What follows belongs to an exercise in optimizing a design on an open flow for a short achievable clock period and few clock cycles; a production flow would make more cautious choices.
Where RTL was checked, it was by simulation tests only, not by an equivalence proof against the original.
No functional check of the RTL was part of runs 3 and 4.
Power figures rest on the tool's default switching activity, not on a simulated workload.

==> flow/design.v <==
module romprog_core (
    input  wire        clk,
    input  wire        rst,
    input  wire        rx_valid,
    input  wire [7:0]  rx_data,
    output wire        rx_ready,
    output wire        tx_valid,
    output wire [7:0]  tx_data,
    input  wire        tx_ready,
    output wire        flash_req_valid,
    output wire [2:0]  flash_op,
    output wire [31:0] flash_addr,
    output wire [7:0]  flash_wdata,
    input  wire        flash_resp_valid,
    input  wire [7:0]  flash_rdata
);
    localparam [7:0]  MTL         = 8'd64;
    localparam [7:0]  MARKER      = 8'h7E;
    localparam [7:0]  ESCAPE      = 8'h7D;
    localparam [7:0]  ESC_XOR     = 8'h20;
    localparam [6:0]  MAX_PACKET  = 7'd71;
    localparam [7:0] OPC_PING = 8'd0, OPC_IDENT = 8'd1, OPC_READ = 8'd2,
                     OPC_WRITE = 8'd3, OPC_CRC = 8'd4, OPC_ERASE = 8'd5,
                     OPC_CHIP = 8'd6;
    localparam [2:0] F_READ = 3'd0, F_WRITE = 3'd1, F_ERASE_SECTOR = 3'd2,
                     F_ERASE_CHIP = 3'd3, F_ENTER_ID = 3'd4, F_LEAVE_ID = 3'd5,
                     F_READ_MFR = 3'd6, F_READ_DEV = 3'd7;
    function is_special;    
        input [7:0] b;
        begin
            is_special = (b[7:2] == 6'b011111) && (b[1] != b[0]);
        end
    endfunction
    reg        rx_ready_r;
    reg        in_frame;     
    reg        in_esc;       
    reg  [6:0] rl_q;         
    reg        clr_q;        
    reg        wv_q;         
    reg  [6:0] wa_q;
    reg  [5:0] wm_q;         
    reg        wm_v;         
    reg  [7:0] wd_q;
    reg        wl0, wl2, wl7, wl8, wl10;    
    assign rx_ready = rx_ready_r;
    wire [6:0] rl      = clr_q ? 7'd0 : (wv_q ? (rl_q + 7'd1) : rl_q);
    wire       rl_nz   = (rl != 7'd0);
    wire       rl_full = (rl == MAX_PACKET);
    wire take      = rx_valid && rx_ready_r;
    wire is_m      = (rx_data == MARKER);
    wire is_e      = (rx_data == ESCAPE);
    wire close_now = take && is_m && in_frame && rl_nz;
    wire data_byte = take && !is_m && (in_esc || (in_frame && !is_e));
    wire append    = data_byte && !rl_full;
    wire [6:0] rl_m7 = rl - 7'd7;
    always @(posedge clk) begin
        wa_q <= rl;
        wm_q <= rl_m7[5:0];
        wm_v <= (rl >= 7'd7);
        wd_q <= rx_data ^ (in_esc ? ESC_XOR : 8'h00);
        wl0  <= append && (rl == 7'd0);
        wl2  <= append && (rl == 7'd2);
        wl7  <= append && (rl == 7'd7);
        wl8  <= append && (rl == 7'd8);
        wl10 <= append && (rl == 7'd10);
        if (rst) begin
            in_frame <= 1'b0;
            in_esc   <= 1'b0;
            rl_q     <= 7'd0;
            clr_q    <= 1'b0;
            wv_q     <= 1'b0;
        end else begin
            rl_q  <= rl;
            clr_q <= take && (is_m || (data_byte && rl_full));
            wv_q  <= append;
            if (take) begin
                if (is_m) begin
                    in_frame <= !(in_frame && rl_nz);
                    in_esc   <= 1'b0;
                end else if (in_frame && is_e) begin
                    in_frame <= 1'b0;
                    in_esc   <= 1'b1;
                end else if (in_frame || in_esc) begin
                    in_frame <= !rl_full;
                    in_esc   <= 1'b0;
                end
            end
        end
    end
    reg  [7:0] h0, h1, h2, h3, h4, h5, h6, h7, h8, h9, h10;
    reg  [7:0] mem [0:63];
    reg        rcap_q;        
    reg  [7:0] rd_q;
    reg  [5:0] ridx;
    always @(posedge clk) begin
        if (wv_q) begin
            case (wa_q)
                7'd0:  h0  <= wd_q;
                7'd1:  h1  <= wd_q;
                7'd2:  h2  <= wd_q;
                7'd3:  h3  <= wd_q;
                7'd4:  h4  <= wd_q;
                7'd5:  h5  <= wd_q;
                7'd6:  h6  <= wd_q;
                7'd7:  h7  <= wd_q;
                7'd8:  h8  <= wd_q;
                7'd9:  h9  <= wd_q;
                7'd10: h10 <= wd_q;
                default: ;
            endcase
        end
    end
    wire       mw_dec = wv_q && wm_v;
    wire [5:0] mw_idx = mw_dec ? wm_q : ridx;
    wire [7:0] mw_dat = mw_dec ? wd_q : rd_q;
    wire       mw_en  = mw_dec || rcap_q;
    always @(posedge clk) begin
        if (mw_en)
            mem[mw_idx] <= mw_dat;
    end
    reg  [7:0]  pc_room;      
    reg         pc_room_ok;   
    reg  [14:0] pc_a1;        
    reg  [14:0] pc_a4k;       
    reg         pc_rng;       
    reg         pc_align;     
    reg  [15:0] pc_span;      
    reg  [6:0]  pc_room7;     
    wire [15:0] a16  = {h4, h3};
    wire [15:0] b16  = {h8, h7};
    wire [16:0] room = 17'h08000 - {1'b0, a16};
    wire [15:0] span = b16 - a16;
    always @(posedge clk) begin
        pc_room_ok <= !room[16];
        pc_room    <= (room[15:8] != 8'd0) ? 8'hFF : room[7:0];
        pc_a1      <= a16[14:0] + 15'd1;
        pc_a4k     <= a16[14:0] + 15'd4096;
        pc_rng     <= (a16 < b16) && (b16 <= 16'h8000);
        pc_align   <= (a16[11:0] == 12'd0) && (b16[11:0] == 12'd0);
        pc_span    <= span;
        pc_room7   <= (room[15:7] != 9'd0 || room[6:0] > 7'd120) ? 7'd127 :
                      (room[6:0] + 7'd7);
    end
    wire [7:0] e0    = wl0  ? wd_q : h0;
    wire [7:0] e2    = wl2  ? wd_q : h2;
    wire [7:0] e7    = wl7  ? wd_q : h7;
    wire [7:0] e10   = wl10 ? wd_q : h10;
    wire [7:0] m0    = wl7  ? wd_q : mem[0];
    wire [7:0] m1    = wl8  ? wd_q : mem[1];
    wire [6:0]  flen      = rl;           
    wire [7:0]  opcode    = e0;
    wire [7:0]  read_len  = e7;
    wire [6:0]  write_n   = flen - 7'd7;
    wire        hdr_ok    = (flen >= 7'd3) && (e2 == 8'd0) && (h1 == {1'b0, flen});
    wire        a_hi0     = (h5 == 8'd0) && (h6 == 8'd0);
    wire        b_hi0     = (h9 == 8'd0) && (e10 == 8'd0);
    wire        len3      = (flen == 7'd3);
    wire        len8      = (flen == 7'd8);
    wire        len11     = (flen == 7'd11);
    wire        read_rng  = (read_len != 8'd0) && a_hi0 && pc_room_ok &&
                            (read_len <= pc_room);
    wire        write_rng = a_hi0 && pc_room_ok && (flen <= pc_room7);
    wire        range_ok  = a_hi0 && b_hi0 && pc_rng;
    wire        o_ping  = (opcode == OPC_PING);
    wire        o_ident = (opcode == OPC_IDENT);
    wire        o_read  = (opcode == OPC_READ);
    wire        o_write = (opcode == OPC_WRITE);
    wire        o_crc   = (opcode == OPC_CRC);
    wire        o_erase = (opcode == OPC_ERASE);
    wire        o_chip  = (opcode == OPC_CHIP);
    reg  [1:0]  chk_status;
    always @(*) begin
        chk_status = 2'd0;
        if (!hdr_ok) begin
            chk_status = 2'd1;
        end else begin
            case (opcode)
                OPC_PING, OPC_IDENT, OPC_CHIP:
                    if (!len3) chk_status = 2'd1;
                OPC_READ:
                    if (!len8)                 chk_status = 2'd1;
                    else if (read_len > MTL)   chk_status = 2'd3;
                    else if (!read_rng)        chk_status = 2'd2;
                OPC_WRITE:
                    if (flen < 7'd8)                   chk_status = 2'd1;
                    else if ({1'b0, write_n} > MTL)    chk_status = 2'd3;
                    else if (!write_rng)               chk_status = 2'd2;
                OPC_CRC:
                    if (!len11)          chk_status = 2'd1;
                    else if (!range_ok)  chk_status = 2'd2;
                OPC_ERASE:
                    if (!len11)                       chk_status = 2'd1;
                    else if (!(range_ok && pc_align)) chk_status = 2'd2;
                default:
                    chk_status = 2'd1;
            endcase
        end
    end
    wire        ok      = (chk_status == 2'd0);
    wire        has_ops = ok && !o_ping;        
    reg  [15:0] chk_count;
    always @(*) begin
        case (opcode)
            OPC_IDENT: chk_count = 16'd4;
            OPC_READ:  chk_count = {8'd0, read_len};
            OPC_WRITE: chk_count = {9'd0, write_n};
            OPC_CRC:   chk_count = pc_span;
            OPC_ERASE: chk_count = {12'd0, pc_span[15:12]};
            default:   chk_count = 16'd1;
        endcase
    end
    reg  [2:0] first_op;
    always @(*) begin
        case (opcode)
            OPC_IDENT: first_op = F_ENTER_ID;
            OPC_WRITE: first_op = F_WRITE;
            OPC_ERASE: first_op = F_ERASE_SECTOR;
            OPC_CHIP:  first_op = F_ERASE_CHIP;
            default:   first_op = F_READ;
        endcase
    end
    reg         fv;
    reg  [2:0]  fop;
    reg  [14:0] faddr;
    reg  [7:0]  fwd;
    reg  [2:0]  nop;
    reg  [14:0] naddr;
    reg  [7:0]  nwd;
    reg  [15:0] fcnt;       
    reg  [6:0]  wp;         
    reg         c_ident, c_read, c_write, c_crc, c_erase;
    reg         iseq;       
    assign flash_req_valid = fv;
    assign flash_op        = fop;
    assign flash_addr      = {17'd0, faddr};
    assign flash_wdata     = fwd;
    wire resp     = flash_resp_valid && fv;
    wire nv       = (fcnt[15:1] != 15'd0);    
    wire last_rsp = resp && !nv;
    always @(posedge clk) begin
        if (rst) begin
            fv <= 1'b0;
        end else if (rx_ready_r) begin
            fv <= close_now && has_ops;
        end else if (resp) begin
            fv <= nv;
        end
    end
    always @(posedge clk) begin
        if (rst) begin
            fop   <= 3'd0;
            faddr <= 15'd0;
            fwd   <= 8'd0;
        end else if (rx_ready_r) begin
            fop   <= first_op;
            faddr <= (o_ident || o_chip) ? 15'd0 : h3_h4_15;
            fwd   <= o_write ? m0 : 8'd0;
        end else if (resp) begin
            fop   <= nop;
            faddr <= naddr;
            fwd   <= nwd;
        end
    end
    always @(posedge clk) begin
        if (rx_ready_r) begin
            nop     <= o_ident ? F_READ_MFR : first_op;
            naddr   <= (o_ident || o_chip) ? 15'd0 : (o_erase ? pc_a4k : pc_a1);
            nwd     <= o_write ? m1 : 8'd0;
            fcnt    <= chk_count;
            wp      <= 7'd2;
            iseq    <= 1'b0;
            c_ident <= o_ident;
            c_read  <= o_read;
            c_write <= o_write;
            c_crc   <= o_crc;
            c_erase <= o_erase;
        end else if (resp) begin
            nop   <= c_ident ? (iseq ? F_LEAVE_ID : F_READ_DEV) : nop;
            naddr <= c_erase ? (naddr + 15'd4096) :
                     c_ident ? 15'd0 : (naddr + 15'd1);
            nwd   <= c_write ? mem[wp[5:0]] : 8'd0;
            fcnt  <= fcnt - 16'd1;
            wp    <= wp + 7'd1;
            iseq  <= 1'b1;
        end
    end
    wire [14:0] h3_h4_15 = {h4[6:0], h3};
    reg         crc_q, mfr_q, dev_q;
    reg  [15:0] crc;
    reg  [7:0]  id_mfr, id_dev;
    function [15:0] crc16_byte;
        input [15:0] c_in;
        input [7:0]  b;
        integer k;
        reg [15:0] c;
        begin
            c = c_in ^ {b, 8'h00};
            for (k = 0; k < 8; k = k + 1)
                c = c[15] ? ((c << 1) ^ 16'h1021) : (c << 1);
            crc16_byte = c;
        end
    endfunction
    always @(posedge clk) begin
        rd_q   <= flash_rdata;
        rcap_q <= 1'b0;
        crc_q  <= 1'b0;
        mfr_q  <= 1'b0;
        dev_q  <= 1'b0;
        if (!rst && !rx_ready_r && resp) begin
            rcap_q <= c_read;
            crc_q  <= c_crc;
            mfr_q  <= (fop == F_READ_MFR);
            dev_q  <= (fop == F_READ_DEV);
        end
        if (rx_ready_r) begin
            ridx <= 6'd0;
            crc  <= 16'd0;
        end else begin
            if (rcap_q) ridx <= ridx + 6'd1;
            if (crc_q)  crc  <= crc16_byte(crc, rd_q);
        end
        if (mfr_q) id_mfr <= rd_q;
        if (dev_q) id_dev <= rd_q;
    end
    localparam [1:0] P_IDLE = 2'd0, P_BODY = 2'd2, P_CLOSE = 2'd3;
    reg  [1:0] pst;
    reg  [6:0] pj;          
    reg  [5:0] pkn;         
    reg  [6:0] pcnt;        
    reg        pj3;         
    reg        eh;          
    reg  [7:0] cur;         
    reg  [1:0] r_st;
    reg        r_ident, r_read, r_crc;
    reg        go;          
    reg        tv;          
    reg        v0, v1;      
    reg  [7:0] q0d, q1d;
    reg        q0l, q1l;    
    assign tx_valid = tv;
    assign tx_data  = q0d;
    wire pop = tv && tx_ready;
    reg  [7:0] nb;
    always @(*) begin
        case (pj)
            7'd0: nb = {1'b0, pcnt + 7'd4};    
            7'd1: nb = 8'd0;
            7'd2: nb = {6'd0, r_st};
            default: begin
                if (r_read)
                    nb = mem[pkn];
                else if (r_crc)
                    nb = pkn[0] ? crc[15:8] : crc[7:0];
                else if (r_ident)
                    nb = pkn[0] ? id_dev : id_mfr;
                else begin
                    case (pkn[2:0])
                        3'd0: nb = 8'h01;
                        3'd3: nb = 8'h80;
                        3'd6: nb = MTL;
                        default: nb = 8'h00;
                    endcase
                end
            end
        endcase
    end
    wire allow = go || (pj == 7'd0);
    wire prod  = (pst != P_IDLE) && !v1 && allow;
    wire cur_sp = is_special(cur);
    wire adv   = eh || !cur_sp;          
    wire last  = pj3 && (pcnt == 7'd0);   
    reg  [7:0] g;
    reg        gl;
    always @(*) begin
        gl = 1'b0;
        if (pst == P_CLOSE) begin
            g  = MARKER;
            gl = 1'b1;
        end else if (eh)
            g = cur ^ ESC_XOR;
        else if (cur_sp)
            g = ESCAPE;
        else
            g = cur;
    end
    wire done_now = pop && q0l;
    wire go_nx    = rx_ready_r ? (close_now && !has_ops) :
                    (!done_now && (go || last_rsp));
    always @(posedge clk) begin
        if (rst) begin
            pst <= P_IDLE;
            go  <= 1'b0;
            tv  <= 1'b0;
            v0  <= 1'b0;
            v1  <= 1'b0;
        end else if (rx_ready_r) begin
            go  <= go_nx;
            tv  <= go_nx;
            v0  <= close_now;
            v1  <= 1'b0;
            pst <= close_now ? P_BODY : P_IDLE;
        end else begin
            go <= go_nx;
            tv <= (pop ? (v1 || prod) : (v0 || prod)) && go_nx;
            v0 <= pop ? (v1 || prod) : (v0 || prod);
            v1 <= !pop && (v1 || (v0 && prod));
            if (prod) begin
                if (pst == P_BODY) begin
                    if (adv && last)
                        pst <= P_CLOSE;
                end else
                    pst <= P_IDLE;
            end
        end
    end
    always @(posedge clk) begin
        if (rx_ready_r) begin
            pj      <= 7'd0;
            pkn     <= 6'd61;
            eh      <= 1'b0;
            cur     <= opcode;
            r_st    <= chk_status;
            r_ident <= o_ident && ok;
            r_read  <= o_read && ok;
            r_crc   <= o_crc && ok;
            pj3     <= 1'b0;
            if (!ok)
                pcnt <= 7'd0;
            else if (o_ping)
                pcnt <= 7'd7;
            else if (o_ident || o_crc)
                pcnt <= 7'd2;
            else if (o_read)
                pcnt <= read_len[6:0];
            else
                pcnt <= 7'd0;
        end else if (prod && pst == P_BODY) begin
            if (adv) begin
                eh <= 1'b0;
                if (!last) begin
                    pj     <= pj + 7'd1;
                    pj3    <= pj3 || (pj == 7'd2);
                    pkn    <= pkn + 6'd1;
                    if (pj3) pcnt <= pcnt - 7'd1;
                    cur    <= nb;
                end
            end else begin
                eh <= 1'b1;
            end
        end
    end
    always @(posedge clk) begin
        if (rst) begin
            q0d <= MARKER;
            q0l <= 1'b0;
        end else if (rx_ready_r) begin
            q0d <= MARKER;
            q0l <= 1'b0;
        end else if (pop) begin
            q0d <= v1 ? q1d : g;
            q0l <= v1 ? q1l : gl;
        end else if (!v0) begin
            q0d <= g;
            q0l <= gl;
        end
        if (pop || !v1) begin
            q1d <= g;
            q1l <= gl;
        end
    end
    always @(posedge clk) begin
        if (rst)
            rx_ready_r <= 1'b1;
        else if (rx_ready_r)
            rx_ready_r <= !close_now;
        else
            rx_ready_r <= done_now;
    end
endmodule
==> flow/flow/run.sh <==
#!/bin/bash
# The standard layout, with repair_timing asked to reach more setup slack
# than the clock period alone demands (the SDC and period are unchanged).
set -euo pipefail
bash standard.sh SETUP_SLACK_MARGIN=7 finish > standard_flow.log 2>&1
==> flow/standard.sh <==
#!/bin/bash
# synth_recipe.tcl (not shown) runs the flow's synth.tcl, then flattens the netlist and writes it again
# the make line also repeats each setting of config.mk as NAME=value (left out here)
make -C /OpenROAD-flow-scripts/flow DESIGN_CONFIG=/design/flow/config.mk WORK_HOME=/design/flow/orfs CLKGATE_MAP_FILE= SYNTH_SCRIPT=/design/flow/synth_recipe.tcl "${@:-finish}"
==> flow/config.mk <==
export PLATFORM = sky130hd
export DESIGN_NAME = romprog_core
export DESIGN_NICKNAME = romprog_core
export VERILOG_FILES = /design/flow/design.v
export SDC_FILE = /design/flow/constraint.sdc
export NUM_CORES = 4
export LEC_CHECK = 0
export CAP_MARGIN = 20
export CORE_MARGIN = 2
export CORE_UTILIZATION = 40
export PLACE_DENSITY = 0.6
export SLEW_MARGIN = 20
==> flow/constraint.sdc <==
create_clock -name core_clock -period 10.0 [get_ports {clk}]
set_input_delay 2.0000 -clock core_clock [delete_from_list [all_inputs] [get_ports {clk}]]
set_output_delay 2.0000 -clock core_clock [all_outputs]
set_load 0.01 [all_outputs]
==> impl_results.md, run 1 <==
* Status: finished clean
* Final ANT Viol Nets at 0
* Compound-cell area share of the yosys netlist at under 10%
* Root buffer cell: clkbuf_16
* GRT Residual Overflow at 0
* CP max-delay cell: dfxtp_4
* CP Launch Type: flip-flop
* Clock transition at path regs at 60 ps
* Die area at 107000 um^2
* VDD IR max at 0.000148 V
* Row cnt at 118
* Multiplexer share of the synthesized area at 20.4%
* Non-filler instance count after layout at about 4400
* Yosys reg bits at about 910
* Ratio of cells with drive above 1 in the final layout at between 20% and 30%
* GR Util All Layers at a little under a quarter
* Max Freq at roughly 0.32 GHz
* Placer congestion estimate at 0.934
* Hold_buf cts at 0
* Crit-path max FO at 2
* Min cycle time layout at 3160 ps
* Synth async-reset ratio at 0%
* WP data required at 8000 ps
* Final core occ at a little under half
* Syn Area/Cell at about 15 um^2
* Post-Route WL at ~120 mm
* Static leakage at 16.5 nW
* DRC Markers at 0
* Kind of critical path: flip-flop to output port
* Clk pwr share at a little under half
* Seq/Total Area, Yosys at between 50% and 60%
* Routed len/inst at approximately 28 um
* Xor and xnor area share after synthesis at under 10%
* Yosys warnings at 1
* Combinational power share at under 10%
* Pwr/cell area at roughly 160 nW/um^2
* CP Buf/Inv Count at 1
* Crit-path leading delay family: flip-flops
* Final setup margin at 6840 ps
* RSZ-0062 raised after global routing: true
* Simple-gate area share of the yosys netlist at under 10%
* Largest family of logic cells by synthesized area: multiplexers
* Worst-skew pair later-pin latency at around 680 ps
* Switching power total at ~1.6 mW
* Area grow syn2layout at 17.8%
* Internal power at ~6.1 mW
* Vias per inst at about 6.0
* Switching Fraction at ~20%
* CTS Buffer Depth at 3
* Worst path max stage delay at between 300 and 400 ps
* Crit end category: output port
* Setup TNS at 0 ps
* Placed cell count at between 4000 and 5000
* CTS tree: built
* DP HPWL at 77.4 mm
* Worst rel slew slack at 28.4%
* First-pass GRT wire length at ~180 mm
* Chip height at about 330 um
* Largest net degree at the start of global routing at 66
* Number of synthesized flops with an enable pin at approximately 690
* Reg power frac at between 50% and 60%
* Synthesized area at about 42000 um^2
* Fin crit share at a little under a third
* Final Hold Fails at 0
* Yosys cell types at 85
* Starting Density at about two fifths
* Die X at between 300 and 400 um
* Synth Flop Type: edfxtp_1
* Clk_skew at roughly 43 ps
* Max-Cap Viols at 0
* DR pass1 iterations at 5
* Initial antenna violation count at 1
* Setup-failing EPs final at 0
* Worst Path Arrival at approximately 1200 ps
* Mapped Cells at approximately 2800
* Htree depth at 3
* Core ar. at about 100000 um^2
* Nets at approximately 3000
* Slew Limit Fails at 0
* Worst hold path class: flip-flop to flip-flop
* Pre-CTS WS at 5770 ps
* CTS Buf Count at 94
* I/O pin count at between 70 and 80
* PortBufs at 57
* Clk sinks at between 900 and 1000
* Vias in the first global route at about 26000
* Critical-path cell list: buf_6
* Via count at 26400
* DRT iter0 DRCs at between 2000 and 3000
* Slew at the pin with the worst max-slew slack at roughly 1100 ps
* Synth Area in Adders at under 10%
==> power groups by stage <==
stage                     Clock (mW)  Sequential (mW)  Combinational, mW
final                           3.60             4.04             0.0893
after CTS                       3.64             4.04             0.0877
after global placement             0             4.12             0.0832
after global routing            3.80             4.04             0.0957
after detailed placement           0             4.12             0.0878
after floorplan                    0             4.13             0.0387
==> synthesized netlist by cell type (all sizes together), types with 70 or more instances <==
master,number,share of area (%)
o21ai,74,0.89
clkbuf,97,0.87
inv,70,0.63
nor2,257,2.3
dfxtp,213,10
nor3,73,0.90
xnor2,80,1.7
mux4,336,18
edfxtp,692,50
mux2i,74,1.8
nand2,164,1.5
buf,70,0.89
==> metal layers <==
layer,vias up,track usage (%),wire [um]
met5,-,0,0
met4,0,9.64,5650
met3,280,5.02,11700
met2,1328,36.0,57700
met1,13600,30.1,48300
li1,11200,-,-
==> per-stage QoR <==
step | instance area, um^2 | hold slack (ps) | power (mW)
2_1_floorplan | 41900 | 346 | 4.17
3_3_place_gp | 43900 | 456 | 4.21
3_5_place_dp | 44000 | 451 | 4.21
4_1_cts | 48400 | 479 | 7.77
5_1_grt | 49200 | 498 | 7.93
6_report | 49200 | 483 | 7.73
==> layout by cell type, fill, tap and decap left out, types with 14 or more instances in the layout <==
cell / n
a211oi_1: 15
a21oi_1: 58
buf_12: 18
buf_4: 118
buf_6: 46
clkbuf_1: 20
clkbuf_16: 109
clkinv_2: 15
conb_1: 17
dfxtp_1: 161
dfxtp_2: 40
edfxtp_1: 692
ha_1: 52
inv_1: 62
mux2_2: 19
mux2i_1: 70
mux4_2: 336
nand2_1: 154
nand2b_1: 16
nand3_1: 45
nand4_1: 33
nor2_1: 212
nor2_2: 30
nor2_4: 15
nor3_1: 69
nor4_1: 15
o211ai_1: 17
o21a_1: 14
o21ai_0: 62
o22ai_1: 25
xnor2_1: 80
xor2_1: 44
==> cells by family after synthesis <==
kind of cell,Yosys count
AO/OA/AOI/OAI,304
flip-flops,905
multiplexers,429
buffers and inverters,240
XOR/XNOR,124
other,1
adder cells (fa/ha/maj),57
AND/OR/NAND/NOR,716
==> area by class of cell <==
type	instances	area, um^2
Antenna cell	1	2.50
Clock buffer	131	2750
Clock inverter	44	443
Fill cell	8782	54400
Inverter	73	292
Multi-Input combinational cell	1647	16400
Sequential cell	905	25100
Tap cell	1380	1730
Timing Repair Buffer	220	2430
==> timing repair <==
action                                  4_1_cts  5_1_grt
endpoints found under the setup margin      604      369
cloned                                        4        6
hold endpoints to repair                      0        0
buffers inserted                             62       34
gates resized for setup                     346       78
pin swaps                                    27       32
==> final timing paths <==
check | startpoint | depth (start not counted) | slack [ps] | to
hold / removal | iseq$_SDFFE_PP0P_ | 2 | 480 | iseq$_SDFFE_PP0P_
hold reg to reg | iseq$_SDFFE_PP0P_ | 2 | 480 | iseq$_SDFFE_PP0P_
setup / recovery | rx_ready_r$_SDFF_PP1_ | 1 | 6840 | rx_ready
setup reg to reg | wv_q$_SDFF_PP0_ | 5 | 6900 | mem[9][3]$_DFFE_PP_
==> sequential cells by signal, indices dropped and copies added, names as in the netlist, 15 cells and up, named ones only <==
signal and cells:
crc 16, faddr 15, fcnt 16, mem 512
naddr 15, pc_a1 15, pc_a4k 15, pc_span 16
Testbench counts, summed over its fixed seeds: cycles 45,774.
==> inputs of run 2 (changes only) <==
==> flow/flow/run.sh (replaced) <==
#!/bin/bash
# The standard layout, with repair_timing asked to reach more setup slack
# than the clock period alone demands (the SDC and period are unchanged),
# and smaller, denser clock sink clusters.
set -euo pipefail
bash standard.sh SETUP_SLACK_MARGIN=7 \
  "CTS_ARGS=-sink_clustering_enable -repair_clock_nets -sink_clustering_size 30 -sink_clustering_max_diameter 60" \
  finish > standard_flow.log 2>&1
==> run 2 against run 1 <==
Still clean on timing, DRC and antenna. Cell count fell by 1.2%. Clock power is 14% lower. Register-to-register slack is essentially flat. Count of clock-buffer cells in the layout decreased by 57. Non-clock buffer count is 4 lower. Clock skew is 8.5 ps lower. Worst hold slack better by 1.5 ps. Synthesized cell count unchanged. First-iteration DRC count up 14%. Combinational power about the same. Largest power group unchanged.
==> impl_results.md, run 2 <==
* Status: finished clean
* Worst-skew pair later-pin latency at 660 ps (-20 ps)
* Yosys warnings at 1 (unchanged)
* Pwr/cell area at 149 nW/um^2 (-5.4%)
* DP Area at 44000 um^2 (unchanged)
* WP data required at 8000 ps (about the same)
* Core ar. at 104000 um^2 (unchanged)
* Min cycle time layout at 3130 ps (-29.2 ps)
* CP max-delay cell: dfxtp_4
* Crit end category: output port
* Design area at 48500 um^2 (-1.4%)
* Final ANT Viol Nets at 0 (unchanged)
* Synth top area share at 49.7% (unchanged)
* Number of synthesized flops with an enable pin at 692 (unchanged)
* Cell taking the most area after synthesis: edfxtp_1
* Area grow syn2layout at 16.1%
* Initial antenna violation count at 2 (+1)
* CP Buf/Inv Count at 1 (unchanged)
* Pre-CTS WS at 5770 ps (unchanged)
* Max Freq at 0.319 GHz (+0.93%)
* Most frequent cells in the layout: edfxtp_1 (692), mux4_2 (336), nor2_1 (211), dfxtp_1 (161), nand2_1 (152)
* GRT Residual Overflow at 0 (unchanged)
* Slew at the pin with the worst max-slew slack at 1100 ps (+32.1 ps)
* Max-Cap Viols at 0 (unchanged)
* Critical-path cell list: buf_6
* Critical R2R Capture: mem[0][5]$_DFFE_PP_
* Fin crit share at 31.3% (-0.29 points)
* Static leakage at 16.2 nW (-1.9%)
* Ratio of cells with drive above 1 in the final layout at 29.6% (-0.16 points)
* Chip height at 327 um (unchanged)
* Most flop-heavy register: mem
* GR Util All Layers at 22.6% (-0.025 points)
* Mapped Cells at 2776 (unchanged)
* Largest register FFs at 512 (unchanged)
* Via count at 26300 (-0.41%)
* PortBufs at 57 (unchanged)
* Clk_skew at 34.1 ps (-8.53 ps)
* Top-count cell post-synth: edfxtp_1
* # diodes at 0 (-1)
* Slew Limit Fails at 0 (unchanged)
* Clock transition at path regs at 80 ps (+20 ps)
* Worst rel slew slack at 26.3% (-2.1 points)
* Synth async-reset ratio at 0% (unchanged)
* Starting Density at 40.3% (unchanged)
* Fillers at 8829 (+0.54%)
* Top cells by count, synth: edfxtp_1 (692), mux4_2 (336), nor2_1 (256), dfxtp_1 (213), nand2_1 (164)
* CP Capture Point: rx_ready
* Worst setup path startpoint: rx_ready_r$_SDFF_PP1_
* I/O pin count at 75 (unchanged)
* Kind of critical path: flip-flop to output port
* Synthesized area at 41800 um^2 (unchanged)
* Routed len/inst at 28.4 um (+1.2%)
* RSZ-0062 raised after global routing: true
* Worst reg2reg startpoint: wv_q$_SDFF_PP0_
* Htree depth at 3 (unchanged)
* Synth Flop Type: edfxtp_1
* Vias in the first global route at 26100 (-0.67%)
* Setup TNS at 0 ps (unchanged)
* Worst reg2reg path depth at 5 (unchanged)
* Clk sinks at 905 (unchanged)
* Worst path max stage delay at 370 ps (about the same)
* DR pass1 iterations at 5 (unchanged)
* CTS Buffer Depth at 3 (unchanged)
* Final Hold Fails at 0 (unchanged)
* DRT iter0 DRCs at 3422 (+14%)
* Die area at 107000 um^2 (unchanged)
* Post-Route WL at 123 mm (about the same)
* First-pass GRT wire length at 178 mm (-0.20%)
* Crit-path max FO at 2 (unchanged)
* Final setup margin at 6870 ps (+29.2 ps)
* Row cnt at 118 (unchanged)
* Flop-to-flop setup slack at 6890 ps (about the same)
* Vias per inst at 6.04 (+0.78%)
* Yosys reg bits at 905 (unchanged)
* CTS tree: built
* Placer congestion estimate at 0.934 (unchanged)
* Crit-path leading delay family: flip-flops
* Syn Area/Cell at 15.1 um^2 (unchanged)
* Die X at 327 um (unchanged)
* DP HPWL at 77.4 mm (unchanged)
* Largest net degree at the start of global routing at 66 (unchanged)
* DRC Markers at 0 (unchanged)
* Commonest non-fill, non-tap cell in the layout: edfxtp_1
* Ranking of synthesized cells by area: edfxtp_1 (50%), mux4_2 (18%), dfxtp_1 (10%)
* CTS Buf Count at 69 (-27%)
* Yosys cell types at 85 (unchanged)
* Worst Path Arrival at 1130 ps (-30 ps)
* WP depth at 1 (unchanged)
* Root buffer cell: clkbuf_16
* Hold_buf cts at 0 (unchanged)
* CP Launch Type: flip-flop
* VDD IR max at 0.000107 V (-27%)
* Seq/Total Area, Yosys at 59.9% (unchanged)
* Setup-failing EPs final at 0 (unchanged)
* Nets at 2989 (-0.96%)
* Worst hold path class: flip-flop to flip-flop
## run 2: cell counts after synthesis
Identical to the previous run, type by type.
## run 2: through the flow
stage	utilization [%]	instances	hold WS [ps]	power, mW
3_3_place_gp	42.3	4111	456	4.21
2_1_floorplan	-	2792	346	4.17
3_5_place_dp	42.5	4119	451	4.21
5_1_grt	46.8	4349	501	7.41
4_1_cts	46.1	4314	483	7.25
6_report	46.8	4349	484	7.21
## run 2: how the worst min path moves through the flow
stage                         from             endpoint  slack, ps  depth (start not counted)
6_report           h4[3]$_DFFE_PP_   pc_a4k[11]$_DFF_P_        480                          0
3_3_place_gp     iseq$_SDFFE_PP0P_    iseq$_SDFFE_PP0P_        460                          2
2_1_floorplan      h3[3]$_DFFE_PP_    pc_a4k[3]$_DFF_P_        350                          0
5_1_grt            h4[3]$_DFFE_PP_   pc_a4k[11]$_DFF_P_        500                          0
3_5_place_dp       h4[3]$_DFFE_PP_   pc_a4k[11]$_DFF_P_        450                          0
4_1_cts        q0d[5]$_SDFFE_PP1P_  q0d[5]$_SDFFE_PP1P_        480                          2
## run 2: routing by layer
layer  track usage, %  vias to the layer above  part of all wire (%)
met5                0                        -                     0
met2             36.2                     1321                    47
met3             4.63                      256                   8.9
li1                 -                    11100                     -
met4             9.30                        0                   4.5
met1             30.3                    13600                    40
## run 2: cell type report
type / count / area (um^2) / area share [%]
well taps: 1380 / 1730 / 3.56
clock inverters: 54 / 767 / 1.58
multi-input cells: 1647 / 16400 / 33.8
flip-flops and latches: 905 / 25100 / 51.8
clock buffers: 74 / 1790 / 3.68
repair buffers: 216 / 2390 / 4.92
inverters: 73 / 292 / 0.601
## run 2: cells by family after synthesis
| group | Yosys count | share of synthesized area (%) |
|---|---|---|
| other | 1 | 0.00897 |
| flip-flops | 905 | 59.9 |
| XOR/XNOR | 124 | 2.60 |
| buffers and inverters | 240 | 2.42 |
| AO/OA/AOI/OAI | 304 | 4.76 |
| multiplexers | 429 | 20.4 |
| adder cells (fa/ha/maj) | 57 | 1.72 |
| AND/OR/NAND/NOR | 716 | 8.17 |
## run 2: repair_timing
action | CTS | global route
pin swaps | 27 | 27
setup buffers | 63 | 27
gates cloned | 4 | 8
setup endpoints to repair | 603 | 377
gates resized for setup | 357 | 74
## run 2: power breakdown
group | internal [mW] | total [mW] | leakage (nW) | switching, mW
clock network | 1.50 | 3.08 | 1.22 | 1.58
registers | 4.03 | 4.04 | 8.17 | 0.00569
logic | 0.0201 | 0.0896 | 6.77 | 0.0696
total | 5.55 | 7.21 | 16.2 | 1.65
==> inputs of run 3 (changes only) <==
--- a/flow/design.v
+++ b/flow/design.v
@@ -38,9 +38,7 @@
     reg        clr_q;        
     reg        wv_q;         
     reg  [6:0] wa_q;
-    reg  [5:0] wm_q;         
-    reg        wm_v;         
-    reg  [7:0] wd_q;
+    reg  [7:0] wd_q;         
     reg        wl0, wl2, wl7, wl8, wl10;    
     assign rx_ready = rx_ready_r;
     wire [6:0] rl      = clr_q ? 7'd0 : (wv_q ? (rl_q + 7'd1) : rl_q);
@@ -55,9 +53,7 @@
     wire [6:0] rl_m7 = rl - 7'd7;
     always @(posedge clk) begin
         wa_q <= rl;
-        wm_q <= rl_m7[5:0];
-        wm_v <= (rl >= 7'd7);
-        wd_q <= rx_data ^ (in_esc ? ESC_XOR : 8'h00);
+        wd_q <= rx_ready_r ? (rx_data ^ (in_esc ? ESC_XOR : 8'h00)) : flash_rdata;
         wl0  <= append && (rl == 7'd0);
         wl2  <= append && (rl == 7'd2);
         wl7  <= append && (rl == 7'd7);
@@ -89,9 +85,10 @@
     end
     reg  [7:0] h0, h1, h2, h3, h4, h5, h6, h7, h8, h9, h10;
     reg  [7:0] mem [0:63];
-    reg        rcap_q;        
-    reg  [7:0] rd_q;
-    reg  [5:0] ridx;
+    reg        mwen;          
+    reg  [5:0] widx;
+    reg  [7:0] whi, wlo;      
+    reg        x1;            
     always @(posedge clk) begin
         if (wv_q) begin
             case (wa_q)
@@ -110,14 +107,6 @@
             endcase
         end
     end
-    wire       mw_dec = wv_q && wm_v;
-    wire [5:0] mw_idx = mw_dec ? wm_q : ridx;
-    wire [7:0] mw_dat = mw_dec ? wd_q : rd_q;
-    wire       mw_en  = mw_dec || rcap_q;
-    always @(posedge clk) begin
-        if (mw_en)
-            mem[mw_idx] <= mw_dat;
-    end
     reg  [7:0]  pc_room;      
     reg         pc_room_ok;   
     reg  [14:0] pc_a1;        
@@ -234,6 +223,7 @@
     assign flash_op        = fop;
     assign flash_addr      = {17'd0, faddr};
     assign flash_wdata     = fwd;
+    wire [14:0] h3_h4_15 = {h4[6:0], h3};
     wire resp     = flash_resp_valid && fv;
     wire nv       = (fcnt[15:1] != 15'd0);    
     wire last_rsp = resp && !nv;
@@ -284,7 +274,27 @@
             iseq  <= 1'b1;
         end
     end
-    wire [14:0] h3_h4_15 = {h4[6:0], h3};
+    wire [5:0] widx_nx = rx_ready_r ? rl_m7[5:0] :
+                         x1 ? 6'd0 : (mwen ? (widx + 6'd1) : widx);
+    always @(posedge clk) begin
+        x1   <= rx_ready_r;
+        widx <= widx_nx;
+        whi  <= 8'd1 << widx_nx[5:3];
+        wlo  <= 8'd1 << widx_nx[2:0];
+        if (rst)
+            mwen <= 1'b0;
+        else
+            mwen <= rx_ready_r ? (append && (rl >= 7'd7)) : (resp && c_read);
+    end
+    genvar gi;
+    generate
+        for (gi = 0; gi < 64; gi = gi + 1) begin : g_mem
+            always @(posedge clk) begin
+                if (mwen && whi[gi / 8] && wlo[gi % 8])
+                    mem[gi] <= wd_q;
+            end
+        end
+    endgenerate
     reg         crc_q, mfr_q, dev_q;
     reg  [15:0] crc;
     reg  [7:0]  id_mfr, id_dev;
@@ -301,26 +311,20 @@
         end
     endfunction
     always @(posedge clk) begin
-        rd_q   <= flash_rdata;
-        rcap_q <= 1'b0;
         crc_q  <= 1'b0;
         mfr_q  <= 1'b0;
         dev_q  <= 1'b0;
         if (!rst && !rx_ready_r && resp) begin
-            rcap_q <= c_read;
             crc_q  <= c_crc;
             mfr_q  <= (fop == F_READ_MFR);
             dev_q  <= (fop == F_READ_DEV);
         end
-        if (rx_ready_r) begin
-            ridx <= 6'd0;
-            crc  <= 16'd0;
-        end else begin
-            if (rcap_q) ridx <= ridx + 6'd1;
-            if (crc_q)  crc  <= crc16_byte(crc, rd_q);
-        end
-        if (mfr_q) id_mfr <= rd_q;
-        if (dev_q) id_dev <= rd_q;
+        if (rx_ready_r)
+            crc <= 16'd0;
+        else if (crc_q)
+            crc <= crc16_byte(crc, wd_q);
+        if (mfr_q) id_mfr <= wd_q;
+        if (dev_q) id_dev <= wd_q;
     end
     localparam [1:0] P_IDLE = 2'd0, P_BODY = 2'd2, P_CLOSE = 2'd3;
     reg  [1:0] pst;
==> flow/flow/run.sh (replaced) <==
#!/bin/bash
# The standard layout, with repair_timing asked to reach more setup slack
# than the clock period alone demands (the SDC and period are unchanged).
set -euo pipefail
bash standard.sh SETUP_SLACK_MARGIN=6.88 finish > standard_flow.log 2>&1
==> run 3 against run 2 <==
Count of clock-buffer cells in the layout is 55 higher. Utilization is 3.6 points higher. Non-clock buffer count grew 189. Cell count grew 21%. Synthesized cell count is 23% higher. First-iteration DRC count up 100%. Critical path type is now flip-flop to flip-flop. Largest power group unchanged.
==> impl_results.md, run 3 <==
* Cell taking the most area after synthesis: edfxtp_1
* Pwr/cell area at 159 nW/um^2 (+7.0%)
* Mapped Cells at 3422 (+23%)
* Multiplexer share of the synthesized area at 2.74% (-18 points)
* Fin crit share at 34.3% (+3.0 points)
* Critical R2R Capture: nwd[4]$_DFFE_PP_
* Crit end category: flip-flop
* Clk sinks at 895 (-1.1%)
* Largest net degree at the start of global routing at 70 (+6.1%)
* Min cycle time layout at 3430 ps (+304 ps)
* Vias in the first global route at 33100 (+27%)
* Compound-cell area share of the yosys netlist at 15.4% (+11 points)
* Core ar. at 101000 um^2 (-2.3%)
* Seq/Total Area, Yosys at 61.0% (+1.1 points)
* Starting Density at 40.2% (-0.15 points)
* Top-count cell post-synth: edfxtp_1
* Final setup margin at 6570 ps (-304 ps)
* Chip height at 323 um (-1.3%)
* I/O pin count at 75 (unchanged)
* Most frequent cells in the layout: edfxtp_1 (692), a22oi_1 (371), buf_4 (282), nand2_1 (272), nor2_1 (234)
* Largest register FFs at 512 (unchanged)
* Worst hold endpoint: iseq$_SDFFE_PP0P_
* Htree depth at 3 (unchanged)
* Hold wc startpoint: iseq$_SDFFE_PP0P_
* Slew Limit Fails at 0 (unchanged)
* Status: finished clean
* Setup TNS at 0 ps (unchanged)
* Ranking of synthesized cells by area: edfxtp_1 (51%), dfxtp_1 (10%), a22oi_1 (8.4%)
* Post-Route WL at 253 mm (+110%)
* RSZ-0062 raised after global routing: true
* Top cells by count, synth: edfxtp_1 (692), a22oi_1 (453), nor2_1 (321), nand2_1 (291), dfxtp_1 (203)
* DRT iter0 DRCs at 6857 (+100%)
* GRT Residual Overflow at 0 (unchanged)
* PortBufs at 57 (unchanged)
* Non-filler instance count after layout at 5266 (+21%)
* Most flop-heavy register: mem
* Synth top area share at 51.1% (+1.3 points)
* Worst Hold Depth at 2 (+2)
* Setup-failing EPs final at 0 (unchanged)
* Final core occ at 50.4% (+3.6 points)
* Yosys cell types at 93 (+9.4%)
* Worst hold path class: flip-flop to flip-flop
* Yosys reg bits at 895 (-1.1%)
* Number of synthesized flops with an enable pin at 692 (unchanged)
* Fillers at 8945 (+1.3%)
* Kind of critical path: flip-flop to flip-flop
* Flop-to-flop setup slack at 6570 ps (-320 ps)
* Via count at 36900 (+41%)
* Worst Path Arrival at 3880 ps (+2750 ps)
* Crit-path max FO at 8 (+6)
* CTS Buf Count at 100 (+45%)
* Worst rel slew slack at 6.38% (-20 points)
* Xor and xnor area share after synthesis at 2.73% (+0.13 points)
* Final ANT Viol Nets at 0 (unchanged)
* Pre-CTS WS at 5110 ps (-663 ps)
* First-pass GRT wire length at 323 mm (+82%)
* DP HPWL at 187 mm (+140%)
* Final Hold Fails at 0 (unchanged)
* Max Freq at 0.291 GHz (-8.9%)
* Vias per inst at 7.02 (+16%)
* Synth async-reset ratio at 0% (unchanged)
* Synth Flop Type: edfxtp_1
* Routed len/inst at 48.1 um (+70%)
* Die X at 323 um (-1.3%)
* Die area at 104000 um^2 (-2.6%)
* Synth Area in Adders at 1.89% (+0.18 points)
* Yosys warnings at 2 (+1)
* Syn Area/Cell at 11.9 um^2 (-21%)
* Pwr Total at 8.12 mW (+13%)
* Initial antenna violation count at 41 (+39)
* Commonest non-fill, non-tap cell in the layout: edfxtp_1
* CP Launch Type: flip-flop
* Worst-skew pair later-pin latency at 730 ps (+70 ps)
* DR pass1 iterations at 8 (+3)
* Simple-gate area share of the yosys netlist at 13.7% (+5.5 points)
* Worst reg2reg path depth at 13 (+8)
* Worst setup path startpoint: wp[1]$_SDFFE_PP1P_
* Max-Cap Viols at 0 (unchanged)
* CTS tree: built
* Synthesized area at 40700 um^2 (-2.6%)
* Ratio of cells with drive above 1 in the final layout at 26.1% (-3.5 points)
* Static leakage at 18.2 nW (+13%)
* VDD IR max at 0.000157 V (+46%)
* CTS Buffer Depth at 3 (unchanged)
* Nets at 3878 (+30%)
* GR Util All Layers at 47.8% (+25 points)
* Hold_buf cts at 0 (unchanged)
* Largest family of logic cells by synthesized area: compound AO/OA/AOI/OAI gates
* Placed cell count at 4881 (+18%)
* DRC Markers at 0 (unchanged)
* Clk_skew at 28.6 ps (-5.42 ps)
* Root buffer cell: clkbuf_16
* WP data required at 10450 ps (+2450 ps)
* Area grow syn2layout at 25.5%
* Row cnt at 117 (-0.85%)
* Slew at the pin with the worst max-slew slack at 1400 ps (+300 ps)
* Worst reg2reg startpoint: wp[1]$_SDFFE_PP1P_
* Clock transition at path regs at 60 ps (-20 ps)
* Placer congestion estimate at 1.13 (+21%)
run 3: timing repair:
item,in CTS,in global routing
pin swaps,74,111
gates cloned,1,0
setup endpoints to repair,161,122
setup buffers,80,100
gates resized for setup,511,159
run 3: worst max-delay path, stage by stage, from the launching register on:
cell	delay [ps]
dfxtp_4	370
buf_4	140
ha_4	190
nand3b_1	170
buf_4	150
buf_4	100
nor2_2	30
buf_4	230
a22oi_2	580
nand2_1	140
nor3_2	170
nand4_1	470
a21oi_2	280
o22ai_1	120
run 3: final cells by class:
type	instances	area, um^2	share of cell area (%)
antenna	19	47.5	0.0931
tap	1368	1710	3.35
clock inverter	56	673	1.32
inverter	89	357	0.698
multi-input combinational	2305	16700	32.7
sequential	895	25000	48.9
clock buffer	129	2890	5.65
timing repair buffer	405	3730	7.31
run 3: stage by stage:
step           cell area [um^2]  hold slack, ps
2_1_floorplan             40800             343
3_3_place_gp              43900             453
3_5_place_dp              43900             460
4_1_cts                   49500             474
5_1_grt                   51000             514
6_report                  51100             483
run 3: worst max-delay path by stage:
stage	endpoint	slack (ps)
6_report	nwd[4]$_DFFE_PP_	6570
5_1_grt	nwd[2]$_DFFE_PP_	6540
4_1_cts	flash_op[1]	6770
2_1_floorplan	fcnt[0]$_DFFE_PP_	6880
3_3_place_gp	cur[0]$_DFFE_PP_	5190
3_5_place_dp	cur[0]$_DFFE_PP_	5110
run 3: logic make-up after synthesis:
family                   after synthesis
AND/OR/NAND/NOR                     1127
flip-flops                           895
AO/OA/AOI/OAI                        868
buffers and inverters                238
XOR/XNOR                             127
multiplexers                         105
adder cells (fa/ha/maj)               61
other                                  1
run 3: power breakdown:
group / switching (mW) / internal [mW]
clock network: 1.65 / 2.36
logic: 0.0797 / 0.0229
registers: 0.0155 / 3.99
run 3: routing by layer:
metal | share of wire, % | track usage [%]
met1 | 38 | 62.2
met2 | 38 | 62.8
met3 | 15 | 20.9
met4 | 8.8 | 33.9
met5 | 0.17 | 0.463
==> inputs of run 4 (changes only) <==
--- a/flow/design.v
+++ b/flow/design.v
@@ -87,7 +87,6 @@
     reg  [7:0] mem [0:63];
     reg        mwen;          
     reg  [5:0] widx;
-    reg  [7:0] whi, wlo;      
     reg        x1;            
     always @(posedge clk) begin
         if (wv_q) begin
@@ -279,22 +278,15 @@
     always @(posedge clk) begin
         x1   <= rx_ready_r;
         widx <= widx_nx;
-        whi  <= 8'd1 << widx_nx[5:3];
-        wlo  <= 8'd1 << widx_nx[2:0];
         if (rst)
             mwen <= 1'b0;
         else
             mwen <= rx_ready_r ? (append && (rl >= 7'd7)) : (resp && c_read);
     end
-    genvar gi;
-    generate
-        for (gi = 0; gi < 64; gi = gi + 1) begin : g_mem
-            always @(posedge clk) begin
-                if (mwen && whi[gi / 8] && wlo[gi % 8])
-                    mem[gi] <= wd_q;
-            end
-        end
-    endgenerate
+    always @(posedge clk) begin
+        if (mwen)
+            mem[widx] <= wd_q;
+    end
     reg         crc_q, mfr_q, dev_q;
     reg  [15:0] crc;
     reg  [7:0]  id_mfr, id_dev;
==> flow/flow/run.sh (replaced) <==
#!/bin/bash
# The standard layout, with repair_timing asked to reach more setup slack
# than the clock period alone demands (the SDC and period are unchanged).
set -euo pipefail
bash standard.sh SETUP_SLACK_MARGIN=7 finish > standard_flow.log 2>&1
==> run 4 against run 3 <==
Sequential power barely moved. Worst setup slack improved by 250 ps. Die area rose by 1.8%. Clock skew fell by 4.2 ps. Synthesized area rose by 1.8%. Critical endpoint is now flash_wdata[5]. Largest cell class unchanged. Highest routed layer unchanged.
==> impl_results.md, run 4 <==
* Post-Route WL at 128 mm (-49%)
* Final Hold Fails at 0 (unchanged)
* First-pass GRT wire length at 181 mm (-44%)
* Top cells by count, synth: edfxtp_1 (698), mux4_2 (336), nor2_1 (249), dfxtp_1 (193), nand2_1 (132)
* Worst hold path class: flip-flop to flip-flop
* Yosys warnings at 1 (-1)
* CTS Buffer Depth at 3 (unchanged)
* CTS tree: built
* Kind of critical path: flip-flop to output port
* Clk sinks at 891 (-0.45%)
* Worst Path Arrival at 1190 ps (-2690 ps)
* Top-count cell post-synth: edfxtp_1
* Placer congestion estimate at 0.924 (-18%)
* Seq/Total Area, Yosys at 59.9% (-1.2 points)
* I/O pin count at 75 (unchanged)
* Status: finished clean
* Synthesized area at 41500 um^2 (+1.8%)
* VDD IR max at 0.000160 V (+2.3%)
* Syn Area/Cell at 15.3 um^2 (+28%)
* Cell taking the most area after synthesis: edfxtp_1
* Min cycle time layout at 3190 ps (-247 ps)
* DR pass1 iterations at 8 (unchanged)
* Most frequent cells in the layout: edfxtp_1 (698), mux4_2 (336), nor2_1 (213), dfxtp_1 (133), nand2_1 (126)
* Ranking of synthesized cells by area: edfxtp_1 (51%), mux4_2 (18%), dfxtp_1 (9.3%)
* CP Launch Type: flip-flop
* Setup-failing EPs final at 0 (unchanged)
* Htree depth at 3 (unchanged)
* Commonest non-fill, non-tap cell in the layout: edfxtp_1
* CP max-delay cell: dfxtp_4
* Routed len/inst at 29.5 um (-39%)
* Worst Hold Depth at 2 (unchanged)
* Fin crit share at 31.9% (-2.5 points)
* Max-Cap Viols at 0 (unchanged)
* Starting Density at 40.2% (about the same)
* Crit end category: output port
* Setup TNS at 0 ps (unchanged)
* Vias per inst at 6.09 (-13%)
* Initial antenna violation count at 2 (-95%)
* Chip height at 326 um (+0.90%)
* Clock transition at path regs at 60 ps (about the same)
* Crit-path max FO at 2 (-6)
* Worst-skew pair later-pin latency at 700 ps (-30 ps)
* Number of synthesized flops with an enable pin at 698 (+0.87%)
* WP data required at 8000 ps (-2450 ps)
* Static leakage at 16.4 nW (-9.9%)
* Mapped Cells at 2715 (-21%)
* Pwr/cell area at 158 nW/um^2 (-0.73%)
* Die X at 326 um (+0.90%)
* Hold_buf cts at 0 (unchanged)
* Worst rel slew slack at 21.1% (+15 points)
* Yosys reg bits at 891 (-0.45%)
* Hold wc startpoint: iseq$_SDFFE_PP0P_
* Critical R2R Capture: pcnt[5]$_DFFE_PP_
* Most flop-heavy register: mem
* Worst reg2reg path depth at 12 (-1)
* GRT Residual Overflow at 0 (unchanged)
* Final ANT Viol Nets at 0 (unchanged)
* CTS Buf Count at 95 (-5.0%)
* Worst path max stage delay at 390 ps (-190 ps)
* Final core occ at 47.7% (-2.8 points)
* Die area at 106000 um^2 (+1.8%)
* DRC Markers at 0 (unchanged)
* Max Freq at 0.314 GHz (+7.8%)
* DP HPWL at 79.4 mm (-58%)
* Root buffer cell: clkbuf_16
* RSZ-0062 raised after global routing: true
* DRT iter0 DRCs at 3157 (-54%)
* Placed cell count at 4038 (-17%)
* Non-filler instance count after layout at 4343 (-18%)
* Clk_skew at 24.4 ps (-4.23 ps)
* Flop-to-flop setup slack at 7000 ps (+430 ps)
* Via count at 26400 (-28%)
* Worst hold endpoint: iseq$_SDFFE_PP0P_
* Area grow syn2layout at 18.7%
* Crit-path leading delay family: flip-flops
* Slew at the pin with the worst max-slew slack at 1180 ps (-221 ps)
* Nets at 2959 (-24%)
* Vias in the first global route at 25800 (-22%)
* Critical-path cell list: buf_6
* Synth top area share at 50.6% (-0.49 points)
* Synth async-reset ratio at 0% (unchanged)
* Ratio of cells with drive above 1 in the final layout at 31.0% (+4.9 points)
* Core ar. at 103000 um^2 (+1.9%)
* PortBufs at 57 (unchanged)
* Largest net degree at the start of global routing at 85 (+21%)
* Slew Limit Fails at 0 (unchanged)
* Synth Flop Type: edfxtp_1
* Yosys cell types at 88 (-5.4%)
* GR Util All Layers at 23.4% (-24 points)
* Largest register FFs at 512 (unchanged)
* CP Buf/Inv Count at 1 (-3)
* Worst reg2reg startpoint: wv_q$_SDFF_PP0_
* Row cnt at 118 (+0.85%)
run 4: changes by cell type after synthesis, moves of 19 or more:
| cell | before | now |
|---|---|---|
| nand4_1 | 83 | 30 |
| clkbuf_1 | 82 | 107 |
| o22ai_1 | 44 | 25 |
| mux4_2 | 1 | 336 |
| and3_1 | 79 | 7 |
| a221oi_1 | 24 | 4 |
| nor4_1 | 47 | 27 |
| nand2_1 | 291 | 132 |
| a22oi_1 | 453 | 26 |
| nor3_1 | 72 | 42 |
| nor2_1 | 321 | 249 |
run 4: through the flow:
step                      total power [mW]  setup slack, ps  hold WS [ps]  instance area, um^2
after global routing                  7.95             6760           509                49200
after detailed placement              4.15             5690           474                43500
final                                 7.76             6810           486                49200
after global placement                4.15             5660           450                43400
after floorplan                       4.11             6620           346                41500
after CTS                             7.79             6790           487                48200
run 4: worst max-delay path by stage:
stage                        start                to  slack, ps  cells after the start
2_1_floorplan           rx_data[3]   fv$_SDFFE_PP0P_       6620                      7
3_3_place_gp            rx_data[5]   fv$_SDFFE_PP0P_       5660                      8
6_report       fwd[5]$_SDFFE_PP0P_    flash_wdata[5]       6810                      1
3_5_place_dp             flip-flop  nwd[4]$_DFFE_PP_       5690                      6
4_1_cts        fop[0]$_SDFFE_PP0P_       flash_op[0]       6790                      1
5_1_grt                 rx_data[5]   fv$_SDFFE_PP0P_       6760                      8
run 4: report_power, final:
| group | switching, mW | total, mW | internal (mW) | leakage (nW) |
|---|---|---|---|---|
| combinational | 0.0744 | 0.106 | 0.0313 | 6.78 |
| clock | 1.51 | 3.67 | 2.16 | 1.57 |
| sequential | 0.00516 | 3.98 | 3.98 | 8.07 |
| total | 1.59 | 7.76 | 6.18 | 16.4 |
run 4: area by class of cell:
class                           count  area [um^2]
Fill cell                        8600        54000
Sequential cell                   891        25000
Multi-Input combinational cell   1594        16300
Timing Repair Buffer              225         2690
Clock buffer                      122         2580
Tap cell                         1380         1730
Clock inverter                     54          659
Inverter                           75          299
Antenna cell                        2         5.00
run 4: routing by layer:
layer	track usage [%]	vias to the layer above	wire [um]
met5	0	-	12
met4	9.62	2	6040
met3	4.35	323	11400
met2	38.6	1424	61700
met1	30.6	13600	48900
li1	-	11100	-
run 4: cells by family after synthesis:
family / count (synthesis) / synth area share [%]
mux: 438 / 20.9
xor+xnor: 127 / 2.68
buf+inv: 249 / 2.53
fa+ha+maj: 56 / 1.71
simple gates: 656 / 7.59
flops: 891 / 59.9
compound gates: 297 / 4.72
other cells: 1 / 0.00905
run 4: repair_timing:
action                     CTS  global route
setup endpoints to repair  211           139
setup buffers               59            50
pin swaps                   21            29
resized for setup          391            83
gates cloned                10             7
==> inputs of run 5 (changes only) <==
--- a/flow/design.v
+++ b/flow/design.v
@@ -1,3 +1,32 @@
+module romprog_rx_class (
+    input  wire [7:0] d,
+    output wire       is_m,
+    output wire       is_e
+);
+    assign is_m = (d == 8'h7E);
+    assign is_e = (d == 8'h7D);
+endmodule
+module romprog_late_set (
+    input  wire m,
+    input  wire v,
+    input  wire a,
+    input  wire c,
+    input  wire r,
+    output wire y
+);
+    assign y = !r && ((m && v && a) || c);
+endmodule
+module romprog_late_clr (
+    input  wire m,
+    input  wire v,
+    input  wire a,
+    input  wire b,
+    input  wire c,
+    input  wire r,
+    output wire y
+);
+    assign y = r || (!(m && v && a) && b) || c;
+endmodule
 module romprog_core (
     input  wire        clk,
     input  wire        rst,
@@ -45,9 +74,10 @@
     wire       rl_nz   = (rl != 7'd0);
     wire       rl_full = (rl == MAX_PACKET);
     wire take      = rx_valid && rx_ready_r;
-    wire is_m      = (rx_data == MARKER);
-    wire is_e      = (rx_data == ESCAPE);
-    wire close_now = take && is_m && in_frame && rl_nz;
+    wire is_m, is_e;
+    romprog_rx_class u_rx_class (.d(rx_data), .is_m(is_m), .is_e(is_e));
+    wire cl_ok     = rx_ready_r && in_frame && rl_nz;    
+    wire close_now = rx_valid && is_m && cl_ok;
     wire data_byte = take && !is_m && (in_esc || (in_frame && !is_e));
     wire append    = data_byte && !rl_full;
     wire [6:0] rl_m7 = rl - 7'd7;
@@ -226,15 +256,11 @@
     wire resp     = flash_resp_valid && fv;
     wire nv       = (fcnt[15:1] != 15'd0);    
     wire last_rsp = resp && !nv;
-    always @(posedge clk) begin
-        if (rst) begin
-            fv <= 1'b0;
-        end else if (rx_ready_r) begin
-            fv <= close_now && has_ops;
-        end else if (resp) begin
-            fv <= nv;
-        end
-    end
+    wire fv_d;
+    romprog_late_set u_fv (.m(is_m), .v(rx_valid), .a(cl_ok && has_ops),
+                           .c(!rx_ready_r && (resp ? nv : fv)), .r(rst), .y(fv_d));
+    always @(posedge clk)
+        fv <= fv_d;
     always @(posedge clk) begin
         if (rst) begin
             fop   <= 3'd0;
@@ -380,34 +406,35 @@
             g = cur;
     end
     wire done_now = pop && q0l;
-    wire go_nx    = rx_ready_r ? (close_now && !has_ops) :
-                    (!done_now && (go || last_rsp));
-    always @(posedge clk) begin
-        if (rst) begin
-            pst <= P_IDLE;
-            go  <= 1'b0;
-            tv  <= 1'b0;
-            v0  <= 1'b0;
-            v1  <= 1'b0;
-        end else if (rx_ready_r) begin
-            go  <= go_nx;
-            tv  <= go_nx;
-            v0  <= close_now;
-            v1  <= 1'b0;
-            pst <= close_now ? P_BODY : P_IDLE;
-        end else begin
-            go <= go_nx;
-            tv <= (pop ? (v1 || prod) : (v0 || prod)) && go_nx;
-            v0 <= pop ? (v1 || prod) : (v0 || prod);
-            v1 <= !pop && (v1 || (v0 && prod));
-            if (prod) begin
-                if (pst == P_BODY) begin
-                    if (adv && last)
-                        pst <= P_CLOSE;
-                end else
-                    pst <= P_IDLE;
-            end
-        end
+    wire       go_x  = !done_now && (go || last_rsp);    
+    wire       v0_x  = pop ? (v1 || prod) : (v0 || prod);
+    reg  [1:0] pst_x;
+    always @(*) begin
+        pst_x = pst;
+        if (prod) begin
+            if (pst == P_BODY) begin
+                if (adv && last)
+                    pst_x = P_CLOSE;
+            end else
+                pst_x = P_IDLE;
+        end
+    end
+    wire go_d, tv_d, v0_d, pst1_d;
+    romprog_late_set u_go  (.m(is_m), .v(rx_valid), .a(cl_ok && !has_ops),
+                            .c(!rx_ready_r && go_x), .r(rst), .y(go_d));
+    romprog_late_set u_tv  (.m(is_m), .v(rx_valid), .a(cl_ok && !has_ops),
+                            .c(!rx_ready_r && go_x && v0_x), .r(rst), .y(tv_d));
+    romprog_late_set u_v0  (.m(is_m), .v(rx_valid), .a(cl_ok),
+                            .c(!rx_ready_r && v0_x), .r(rst), .y(v0_d));
+    romprog_late_set u_pst (.m(is_m), .v(rx_valid), .a(cl_ok),
+                            .c(!rx_ready_r && pst_x[1]), .r(rst), .y(pst1_d));
+    always @(posedge clk) begin
+        go     <= go_d;
+        tv     <= tv_d;
+        v0     <= v0_d;
+        pst[1] <= pst1_d;
+        pst[0] <= !rst && !rx_ready_r && pst_x[0];
+        v1     <= !rst && !rx_ready_r && !pop && (v1 || (v0 && prod));
     end
     always @(posedge clk) begin
         if (rx_ready_r) begin
@@ -464,12 +491,9 @@
             q1l <= gl;
         end
     end
-    always @(posedge clk) begin
-        if (rst)
-            rx_ready_r <= 1'b1;
-        else if (rx_ready_r)
-            rx_ready_r <= !close_now;
-        else
-            rx_ready_r <= done_now;
-    end
+    wire rx_ready_d;
+    romprog_late_clr u_rx_ready (.m(is_m), .v(rx_valid), .a(cl_ok), .b(rx_ready_r),
+                                 .c(!rx_ready_r && done_now), .r(rst), .y(rx_ready_d));
+    always @(posedge clk)
+        rx_ready_r <= rx_ready_d;
 endmodule
--- a/flow/config.mk
+++ b/flow/config.mk
@@ -10,3 +10,4 @@
 export CORE_UTILIZATION = 40
 export PLACE_DENSITY = 0.6
 export SLEW_MARGIN = 20
+export SYNTH_HIERARCHICAL = 1
==> run 5 against run 4 <==
First-iteration DRC count increased by 0.98%. Clock skew grew 25 ps. Clock power fell by 6.3%. Largest cell class unchanged. Highest routed layer is now met4.
==> impl_results.md, run 5 <==
* Synth Area in Adders at 1.74% (+0.034 points)
* Fin crit share at 31.6% (-0.26 points)
* Synthesized area at 41400 um^2 (-0.23%)
* Number of synthesized flops with an enable pin at 698 (unchanged)
* PortBufs at 57 (unchanged)
* Status: finished clean
* Static leakage at 16.4 nW (-0.13%)
* VDD IR max at 0.000111 V (-31%)
* Starting Density at 40.5% (+0.31 points)
* Yosys cell types at 81 (-8.0%)
* Initial antenna violation count at 2 (unchanged)
* Crit-path leading delay family: flip-flops
* Synth top area share at 50.7% (+0.11 points)
* Nets at 2978 (+0.64%)
* Chip height at 326 um (-0.11%)
* Ranking of synthesized cells by area: edfxtp_1 (51%), mux4_2 (18%), dfxtp_1 (9.3%)
* Area of the multi-input gates at 16100 um^2 (-1.2%)
* Clk sinks at 891 (unchanged)
* Via count at 25900 (-2.1%)
* Design area at 48800 um^2 (-0.70%)
* Ratio of cells with drive above 1 in the final layout at 29.5% (-1.5 points)
* DRC Markers at 0 (unchanged)
* CTS Buf Count at 93 (-2.1%)
* Simple-gate area share of the yosys netlist at 8.01% (+0.43 points)
* # diodes at 0 (-2)
* Yosys reg bits at 891 (unchanged)
* Post-Route WL at 121 mm (-5.3%)
* Largest net degree at the start of global routing at 72 (-15%)
* Crit end category: output port
* Area grow syn2layout at 18.1%
* Final ANT Viol Nets at 0 (unchanged)
* Clock transition at path regs at 60 ps (about the same)
* WP data required at 8000 ps (about the same)
* CP Buf/Inv Count at 1 (unchanged)
* Yosys warnings at 7 (+6)
* Worst Path Arrival at 1160 ps (-30 ps)
* Most frequent cells in the layout: edfxtp_1 (698), mux4_2 (334), nor2_1 (244), dfxtp_1 (132), nand2_1 (120)
* Min cycle time layout at 3160 ps (-26.3 ps)
* Routed len/inst at 27.9 um (-5.3%)
* Largest family of logic cells by synthesized area: multiplexers
* Critical-path cell list: buf_6
* DP HPWL at 72.5 mm (-8.7%)
* WP depth at 1 (unchanged)
* Compound-cell area share of the yosys netlist at 4.43% (-0.29 points)
* Storage cell area at 25000 um^2 (about the same)
* Worst hold path class: flip-flop to flip-flop
* Final Hold Fails at 0 (unchanged)
* Worst path max stage delay at 360 ps (-30 ps)
* Commonest non-fill, non-tap cell in the layout: edfxtp_1
* Crit-path max FO at 2 (unchanged)
* Slew at the pin with the worst max-slew slack at 1120 ps (-64.6 ps)
* Setup TNS at 0 ps (unchanged)
* First-pass GRT wire length at 175 mm (-3.7%)
* Die area at 106000 um^2 (-0.22%)
* Worst Hold Depth at 2 (unchanged)
* Final setup margin at 6840 ps (+26.3 ps)
* DR pass1 iterations at 5 (-3)
* Most flop-heavy register: mem
* Synth Flop Type: edfxtp_1
* Xor and xnor area share after synthesis at 2.84% (+0.15 points)
* Largest register FFs at 512 (unchanged)
* Multiplexer share of the synthesized area at 20.3% (-0.55 points)
* CP max-delay cell: dfxtp_4
* Vias per inst at 5.96 (-2.1%)
* Syn Area/Cell at 15.1 um^2 (-1.0%)
* Clk_skew at 49.2 ps (+24.8 ps)
* Hold_buf cts at 0 (unchanged)
* Top-count cell post-synth: edfxtp_1
* Die X at 326 um (-0.11%)
* Cell taking the most area after synthesis: edfxtp_1
* Worst rel slew slack at 25.1% (+4.0 points)
* Slew Limit Fails at 0 (unchanged)
* Synth async-reset ratio at 0% (unchanged)
* Seq/Total Area, Yosys at 60.0% (+0.14 points)
* Vias in the first global route at 25700 (-0.51%)
* CTS Buffer Depth at 3 (unchanged)
* DRT iter0 DRCs at 3188 (+0.98%)
* I/O pin count at 75 (unchanged)
* Core ar. at 102000 um^2 (-0.99%)
* Max-Cap Viols at 0 (unchanged)
* Pwr/cell area at 154 nW/um^2 (-2.4%)
* RSZ-0062 raised after global routing: true
* CP Launch Type: flip-flop
* Mapped Cells at 2737 (+0.81%)
* DP Area at 43300 um^2 (-0.53%)
* Worst-skew pair later-pin latency at 690 ps (about the same)
* Setup-failing EPs final at 0 (unchanged)
* Top cells by count, synth: edfxtp_1 (698), mux4_2 (334), nor2_1 (257), dfxtp_1 (193), nand2_1 (129)
* CTS tree: built
* Worst reg2reg path depth at 9 (-3)
* Root buffer cell: clkbuf_16
* Htree depth at 3 (unchanged)
* Pre-CTS WS at 5660 ps (-29.6 ps)
* GR Util All Layers at 22.3% (-1.1 points)
* Row cnt at 117 (-0.85%)
* Max Freq at 0.316 GHz (+0.83%)
* Fillers at 8605 (+0.058%)
* Kind of critical path: flip-flop to output port
* GRT Residual Overflow at 0 (unchanged)
* Placer congestion estimate at 0.905 (-2.1%)
==> run 5: cell types whose count changed in the layout (fill, tap and decap cells not counted), moves of 9 or more <==
cell and change:
a211oi_1 -18, a22oi_1 -25, clkinv_2 +9, mux2i_1 -12, nor2_1 +31, nor2_2 -22, nor3_1 +30, o211ai_1 -9
o21a_1 +13, o22ai_1 +9
==> run 5: cell families (layout without fill, tap and decap cells) <==
group / count (synthesis) / after routing
AO/OA/AOI/OAI: 289 / 289
XOR/XNOR: 134 / 134
adder cells (fa/ha/maj): 57 / 57
buffers and inverters: 252 / 474
flip-flops: 891 / 891
multiplexers: 419 / 419
other: 1 / 17
AND/OR/NAND/NOR: 694 / 694
==> run 5: layout make-up <==
class	count	share of cell area [%]
clock inverter	56	1.09
timing repair buffer	224	5.63
clock buffer	114	5.09
sequential	891	51.1
tap	1368	3.50
inverter	80	0.705
multi-input combinational	1610	32.9
==> run 5: layer usage <==
layer,up-vias,wire length [um],share of wire (%),global-route usage [%]
met5,-,0,0,0
met4,0,3690,3.0,7.05
met3,215,11100,9.2,4.39
met2,1292,58100,48,35.8
met1,13300,48500,40,30.7
li1,11100,-,-,-
==> run 5: modules after synthesis, one instance, submodules excluded <==
| module | flops+latches | copies in the design | cells inside | area (um^2) |
|---|---|---|---|---|
| romprog_core | 891 | 1 | 2720 | 41200 |
| romprog_rx_class | 0 | 1 | 5 | 52.6 |
| romprog_late_clr | 0 | 1 | 2 | 13.8 |
| romprog_late_set | 0 | 5 | 2 | 10.0 |
==> run 5: power breakdown <==
part,switching (mW),internal (mW),leakage [nW]
clock,1.50,1.94,1.50
sequential,0.0124,3.98,8.07
combinational,0.0657,0.0228,6.83
==> run 5: final timing paths <==
| path | from | slack (ps) | to |
|---|---|---|---|
| setup / recovery | fwd[7]$_SDFFE_PP0P_ | 6840 | flash_wdata[7] |
| hold / removal | iseq$_SDFFE_PP0P_ | 470 | iseq$_SDFFE_PP0P_ |
| setup reg to reg | flip-flop | 6850 | cur[3]$_DFFE_PP_ |
| hold reg to reg | iseq$_SDFFE_PP0P_ | 470 | iseq$_SDFFE_PP0P_ |
==> run 5: per-stage QoR <==
step / cells / hold slack, ps / utilization (%) / total power [mW]
5_1_grt: 4343 / 503 / 47.8 / 7.73
6_report: 4343 / 469 / 47.8 / 7.53
3_5_place_dp: 4037 / 446 / 42.3 / 4.16
3_3_place_gp: 4037 / 435 / 42.3 / 4.15
4_1_cts: 4287 / 460 / 46.9 / 7.58
2_1_floorplan: 2753 / 346 / - / 4.11
==> run 5: timing repair <==
action	4_1_cts	5_1_grt
hold endpoints to repair	0	0
resized for setup	359	68
pin swaps	25	24
endpoints found under the setup margin	165	157
buffers inserted	68	41
cloned	12	14
Testbench counts of run 5, summed over its fixed seeds: cycles 45,774.

[separate check: timing with driven ports]
Ports are ideal in the flow. The routed layouts listed here were re-timed in OpenROAD.
Step 1 sets driving cells, clkbuf_16 on the clock port and buf_2 on the other inputs (assumed; they add their load-dependent delay and slew).
Step 2 also shifts input and output timing later by t, the mid clock arrival at the registers, as if the neighbouring blocks saw the same clock.
Slacks: no drivers / after step 1 / after step 2; pairs: no drivers / after step 1.
run	t (ns)	slack for setup (ns)
run 1	0.732	6.840 / 6.768 / 6.285
run 2	0.713	6.869 / 6.803 / 6.351
run 3	0.789	6.565 / 6.565 / 6.186
run 4	0.752	6.813 / 6.743 / 6.119
run 5	0.744	6.839 / 6.762 / 6.352
After both steps setup and hold are still met in every run listed.
